What follows belongs to an exercise in optimizing a design on an open flow for small area; a production flow would make more cautious choices. Function was checked by simulation only, so behaviour that the tests miss may differ from the original. The clock port is modelled as an ideal driver; clocking choices that lean on that would not hold on a real chip. Power and IR drop assume default switching activity.

==> flow/design.v (excerpt) <==
module lcd_ctrl(clk, rst, rq_valid, rq_data, rq_ready, status, map_pixel, map_raw, adc_req, adc_ack, adc_data, lcd_cs, lcd_cd, lcd_sclk, lcd_mosi);
  input clk;
  wire clk;
  input rst;
  wire rst;
  input rq_valid;
  wire rq_valid;
  input [7:0] rq_data;
  wire [7:0] rq_data;
  output rq_ready;
  wire rq_ready;
  output [7:0] status;
  wire [7:0] status;
  output [15:0] map_pixel;
  wire [15:0] map_pixel;
  output [10:0] map_raw;
  reg [10:0] map_raw;
  output adc_req;
  wire adc_req;
  input adc_ack;
  wire adc_ack;
  input [10:0] adc_data;
  wire [10:0] adc_data;
  output lcd_cs;
  reg lcd_cs;
  output lcd_cd;
  reg lcd_cd;
  output lcd_sclk;
  reg lcd_sclk;
  output lcd_mosi;
  reg lcd_mosi;
  wire [2:0] _0000_;
  wire _0001_;
  wire _0002_;
  wire [7:0] _0003_;
  wire _0004_;
  wire _0005_;
  wire _0006_;
  wire _0007_;
  wire _0008_;
  wire _0009_;
  wire _0010_;
  wire _0011_;
  wire _0012_;
  wire _0013_;
  wire _0014_;
  wire _0015_;
  wire _0016_;
  wire _0017_;
  wire _0018_;
  wire _0019_;
  wire _0020_;
  wire _0021_;
  wire _0022_;
  wire _0023_;
  wire _0024_;
  wire _0025_;
  wire _0026_;
  wire _0027_;
  wire _0028_;
  wire _0029_;
  wire _0030_;
  wire _0031_;
  wire _0032_;
  wire _0033_;
  wire _0034_;
  wire _0035_;
  wire _0036_;
  wire _0037_;
  wire _0038_;
  wire _0039_;
  wire _0040_;
  wire _0041_;
  wire _0042_;
  wire _0043_;
  wire _0044_;
  wire _0045_;
  wire _0046_;
  wire _0047_;
  wire _0048_;
  wire _0049_;
  wire _0050_;
  wire _0051_;
  wire _0052_;
  wire _0053_;
  wire _0054_;
  wire _0055_;
  wire _0056_;
  wire _0057_;
  wire _0058_;
  ...
For scale: ~200 flip-flops, about 64 I/O pins, ~11000 um2 of cells after synthesis.
clock: 20.0 ns
lec_check: 0
abc_area: 1
cap_margin: 20
core_margin: 2
core_utilization: 40
cts_buf_list: sky130_fd_sc_hd__clkbuf_16
cts_cluster_diameter: 120
cts_cluster_size: 40
slew_margin: 20
run.sh (not shown) runs the stock make flow with config.mk's settings and CLKGATE_MAP_FILE= SYNTH_SCRIPT=/design/flow/synth_recipe.tcl, a recipe that flattens the netlist after the stock synthesis.
Edit:
CTS_BUF_LIST = sky130_fd_sc_hd__clkbuf_8   (was sky130_fd_sc_hd__clkbuf_16)
CTS_CLUSTER_DIAMETER = 60   (was 120)
CTS_CLUSTER_SIZE = 20   (was 40)
Outcome: The new run produced a clean layout; wire length is about the same; hold slack barely changes; final area drops by 1.6%.
Edit:
CTS_BUF_LIST = sky130_fd_sc_hd__clkbuf_4 sky130_fd_sc_hd__clkbuf_8   (was sky130_fd_sc_hd__clkbuf_8)
CTS_CLUSTER_SIZE = 16   (was 20)
What happened:
- The changed run completed without violations
- maximum frequency stays the same
- via count stays the same
- first-iteration DRC count is unchanged
Edit:
CTS_BUF_LIST = sky130_fd_sc_hd__clkbuf_8   (was sky130_fd_sc_hd__clkbuf_4 sky130_fd_sc_hd__clkbuf_8)
CTS_CLUSTER_DIAMETER = 80   (was 60)
CTS_CLUSTER_SIZE = 24   (was 16)
=> Global-route usage is unchanged. Non-clock buffer count does not change. Wire length does not change. Synthesized cell count is unchanged. Setup slack is unchanged. Maximum frequency stays the same. Clock-buffer cell count is unchanged.

lcd_ctrl, a different RTL version from the one above (not shown whole).
Size in the first run: roughly 1000 cells after synthesis, ~64 I/O pins, roughly 0.0096 sq mm of cells after synthesis.
clock: 20.0 ns
lec_check: 0
abc_area: 1
cap_margin: 20
core_margin: 2
core_utilization: 40
slew_margin: 20
standard.sh (not shown) runs the stock make flow with config.mk's settings and CLKGATE_MAP_FILE= SYNTH_SCRIPT=/design/flow/synth_recipe.tcl, a recipe that flattens the netlist after the stock synthesis.
==> flow/flow/run.sh <==
#!/bin/bash
# Layout flow: the standard ORFS flow (standard.sh: unchanged synthesis,
# floorplan, power grid, tap cells, placement, routing), with three layout
# choices changed:
#  - after synthesis, the logic between the registers is mapped again with an
#    area-oriented ABC script (flow/remap.py, flow/remap.abc); the registers
#    keep the standard synthesis's instances, names and cell types;
#  - the input and output port buffers are sky130_fd_sc_hd__buf_1 cells
#    (buffer_ports -buffer_cell), the smallest buffer;
#  - clock tree synthesis uses sky130_fd_sc_hd__clkbuf_8 buffers and inserts
#    no dummy loads (clock_tree_synthesis -dont_use_dummy_load).
# Logs, one per tool run, in the work folder: flow_synth.log (standard.sh
# synth), flow_remap.log (Yosys/ABC re-mapping), flow_finish.log (standard.sh
# to the end); each ORFS step also writes its full log under orfs/logs/.
set -euo pipefail
cd "$(dirname "$0")/.."
export BUFFER_PORTS_ARGS="-buffer_cell sky130_fd_sc_hd__buf_1"
export CTS_ARGS="-sink_clustering_enable -repair_clock_nets -dont_use_dummy_load -buf_list sky130_fd_sc_hd__clkbuf_8 -sink_clustering_size 30 -sink_clustering_max_diameter 150 -sink_clustering_buffer sky130_fd_sc_hd__clkbuf_8"
bash standard.sh synth > flow_synth.log 2>&1
R=orfs/results/${FLOW_PLATFORM}/lcd_ctrl/base
LIB=${FLOW_HOME}/platforms/${FLOW_PLATFORM}/lib/sky130_fd_sc_hd__tt_025C_1v80.lib
YOSYS=${FLOW_HOME}/../tools/install/yosys/bin/yosys
cp $R/1_2_yosys.v flow_synth_netlist.v
python3 flow/remap.py "$LIB" "${FLOW_HOME}/platforms/${FLOW_PLATFORM}/config.mk" flow_synth_netlist.v flow_remap.v flow/remap.abc > flow_remap.ys
$YOSYS -l flow_remap.log -q -s flow_remap.ys > /dev/null 2>&1
# keep only the top module (the flip-flop and tie cells are library cells)
python3 - <<'PY'
import re
s = open('flow_remap.v.all').read()
m = re.search(r'^module lcd_ctrl\b.*?^endmodule', s, re.S | re.M)
open('flow_remap.v', 'w').write(m.group(0) + '\n')
PY
cp flow_remap.v $R/1_2_yosys.v
rm -f $R/1_synth.odb $R/1_synth.sdc
bash standard.sh finish > flow_finish.log 2>&1
test -f out/final.def
Other scripts of this flow, unchanged in this note and not shown: flow/flow/remap.abc, flow/flow/remap.py
Rerun with:
--- a/flow/flow/run.sh
+++ b/flow/flow/run.sh
@@ -16,5 +16,5 @@
 cd "$(dirname "$0")/.."
 export BUFFER_PORTS_ARGS="-buffer_cell sky130_fd_sc_hd__buf_1"
-export CTS_ARGS="-sink_clustering_enable -repair_clock_nets -dont_use_dummy_load -buf_list sky130_fd_sc_hd__clkbuf_8 -sink_clustering_size 30 -sink_clustering_max_diameter 150 -sink_clustering_buffer sky130_fd_sc_hd__clkbuf_8"
+export CTS_ARGS="-repair_clock_nets -dont_use_dummy_load -buf_list sky130_fd_sc_hd__clkbuf_8"
 bash standard.sh synth > flow_synth.log 2>&1
 R=orfs/results/${FLOW_PLATFORM}/lcd_ctrl/base
Result: Critical path depth does not change. Routed wire length stays the same. Synthesized cell count is unchanged. Non-clock buffer count does not change. First-iteration DRC count is unchanged.

Starting RTL as in the previous note.
clock: 20.0 ns
lec_check: 0
abc_area: 1
cap_margin: 20
core_margin: 2
core_utilization: 40
slew_margin: 20
==> flow/flow/run.sh <==
#!/bin/bash
# Layout flow: the standard ORFS flow (standard.sh: unchanged synthesis,
# floorplan, power grid, tap cells, placement, routing), with three layout
# choices changed:
#  - after synthesis, the logic between the registers is mapped again with an
#    area-oriented ABC script (flow/remap.py, flow/remap.abc: deepsyn, dch, amap); the registers
#    keep the standard synthesis's instances, names and cell types;
#  - the input and output port buffers are sky130_fd_sc_hd__buf_1 cells
#    (buffer_ports -buffer_cell), the smallest buffer;
#  - clock tree synthesis uses sky130_fd_sc_hd__clkbuf_8 buffers and inserts
#    no dummy loads (clock_tree_synthesis -dont_use_dummy_load).
# Logs, one per tool run, in the work folder: flow_synth.log (standard.sh
# synth), flow_remap.log (Yosys/ABC re-mapping), flow_finish.log (standard.sh
# to the end); each ORFS step also writes its full log under orfs/logs/.
set -euo pipefail
cd "$(dirname "$0")/.."
export BUFFER_PORTS_ARGS="-buffer_cell sky130_fd_sc_hd__buf_1"
export CTS_ARGS="-sink_clustering_enable -repair_clock_nets -dont_use_dummy_load -buf_list sky130_fd_sc_hd__clkbuf_8"
bash standard.sh synth > flow_synth.log 2>&1
R=orfs/results/${FLOW_PLATFORM}/lcd_ctrl/base
LIB=${FLOW_HOME}/platforms/${FLOW_PLATFORM}/lib/sky130_fd_sc_hd__tt_025C_1v80.lib
YOSYS=${FLOW_HOME}/../tools/install/yosys/bin/yosys
cp $R/1_2_yosys.v flow_synth_netlist.v
python3 flow/remap.py "$LIB" "${FLOW_HOME}/platforms/${FLOW_PLATFORM}/config.mk" flow_synth_netlist.v flow_remap.v flow/remap.abc > flow_remap.ys
$YOSYS -l flow_remap.log -q -s flow_remap.ys > /dev/null 2>&1
# keep only the top module (the flip-flop and tie cells are library cells)
python3 - <<'PY'
import re
s = open('flow_remap.v.all').read()
m = re.search(r'^module lcd_ctrl\b.*?^endmodule', s, re.S | re.M)
open('flow_remap.v', 'w').write(m.group(0) + '\n')
PY
cp flow_remap.v $R/1_2_yosys.v
rm -f $R/1_synth.odb $R/1_synth.sdc
bash standard.sh finish > flow_finish.log 2>&1
test -f out/final.def
==> flow/flow/remap.abc <==
strash
&get -n
&deepsyn -T 60 -S 1
&put
dch
amap
strash
dch
amap
topo
Other scripts of this flow, unchanged in this note and not shown: flow/flow/remap.py
The first run finished clean.
Then changed:
--- a/flow/flow/run.sh
+++ b/flow/flow/run.sh
@@ -5,3 +5,3 @@
 #  - after synthesis, the logic between the registers is mapped again with an
-#    area-oriented ABC script (flow/remap.py, flow/remap.abc: deepsyn, dch, amap); the registers
+#    area-oriented ABC script (flow/remap.py, flow/remap.abc); the registers
 #    keep the standard synthesis's instances, names and cell types;
==> flow/flow/remap.abc (replaced) <==
strash
&get -n
&dc2
&put
dch
amap
strash
dch
amap
topo
What happened:
- cell area is about the same
- final cell count hardly moves
- clock skew rises by 0.016 ns
- core utilization stays flat
- die area rises slightly
- power falls by a few percent
- setup slack loses 0.013 ns

==> static timing again, ports no longer ideal <==
How much do the figures lean on ideal ports? The routed layouts below were timed once more, with nothing changed but the port constraints. Step 1 (the two cells are an assumption about what drives the block):
set clk [get_ports {clk}]
set_driving_cell -lib_cell sky130_fd_sc_hd__clkbuf_16 $clk
set_driving_cell -lib_cell sky130_fd_sc_hd__buf_2 [delete_from_list [all_inputs] $clk]
Step 2 also shifts input and output timing later by t, the mid clock arrival at the registers, as if the neighbouring blocks saw the same clock. Slacks: no drivers / after step 1 / after step 2; pairs: no drivers / after step 1.
| run | shift t [ns] | slack for setup (ns) | hold slack, ns |
|---|---|---|---|
| the first run of note 1 | 0.482 | 10.595 / 10.573 / 10.573 | 0.420 / 0.420 / 0.420 |
| the second run of note 1 | 0.522 | 10.598 / 10.575 / 10.575 | 0.422 / 0.422 / 0.422 |
| the third run of note 1 | 0.522 | 10.598 / 10.575 / 10.575 | 0.422 / 0.422 / 0.422 |
| the fourth run of note 1 | 0.522 | 10.598 / 10.575 / 10.575 | 0.422 / 0.422 / 0.422 |
| the first run of note 2 | 0.492 | 11.273 / 11.233 / 11.291 | 0.409 / 0.409 / 0.409 |
| the second run of note 2 | 0.492 | 11.273 / 11.233 / 11.291 | 0.409 / 0.409 / 0.409 |
| the first run of note 3 | 0.489 | 11.286 / 11.262 / 11.262 | 0.418 / 0.418 / 0.418 |
| the second run of note 3 | 0.492 | 11.273 / 11.233 / 11.291 | 0.409 / 0.409 / 0.409 |
After both steps every run listed still meets setup and hold. For the first run of note 3, which loses most, drivers alone change the setup slack by -0.024 ns; drivers and shift together by -0.024 ns.
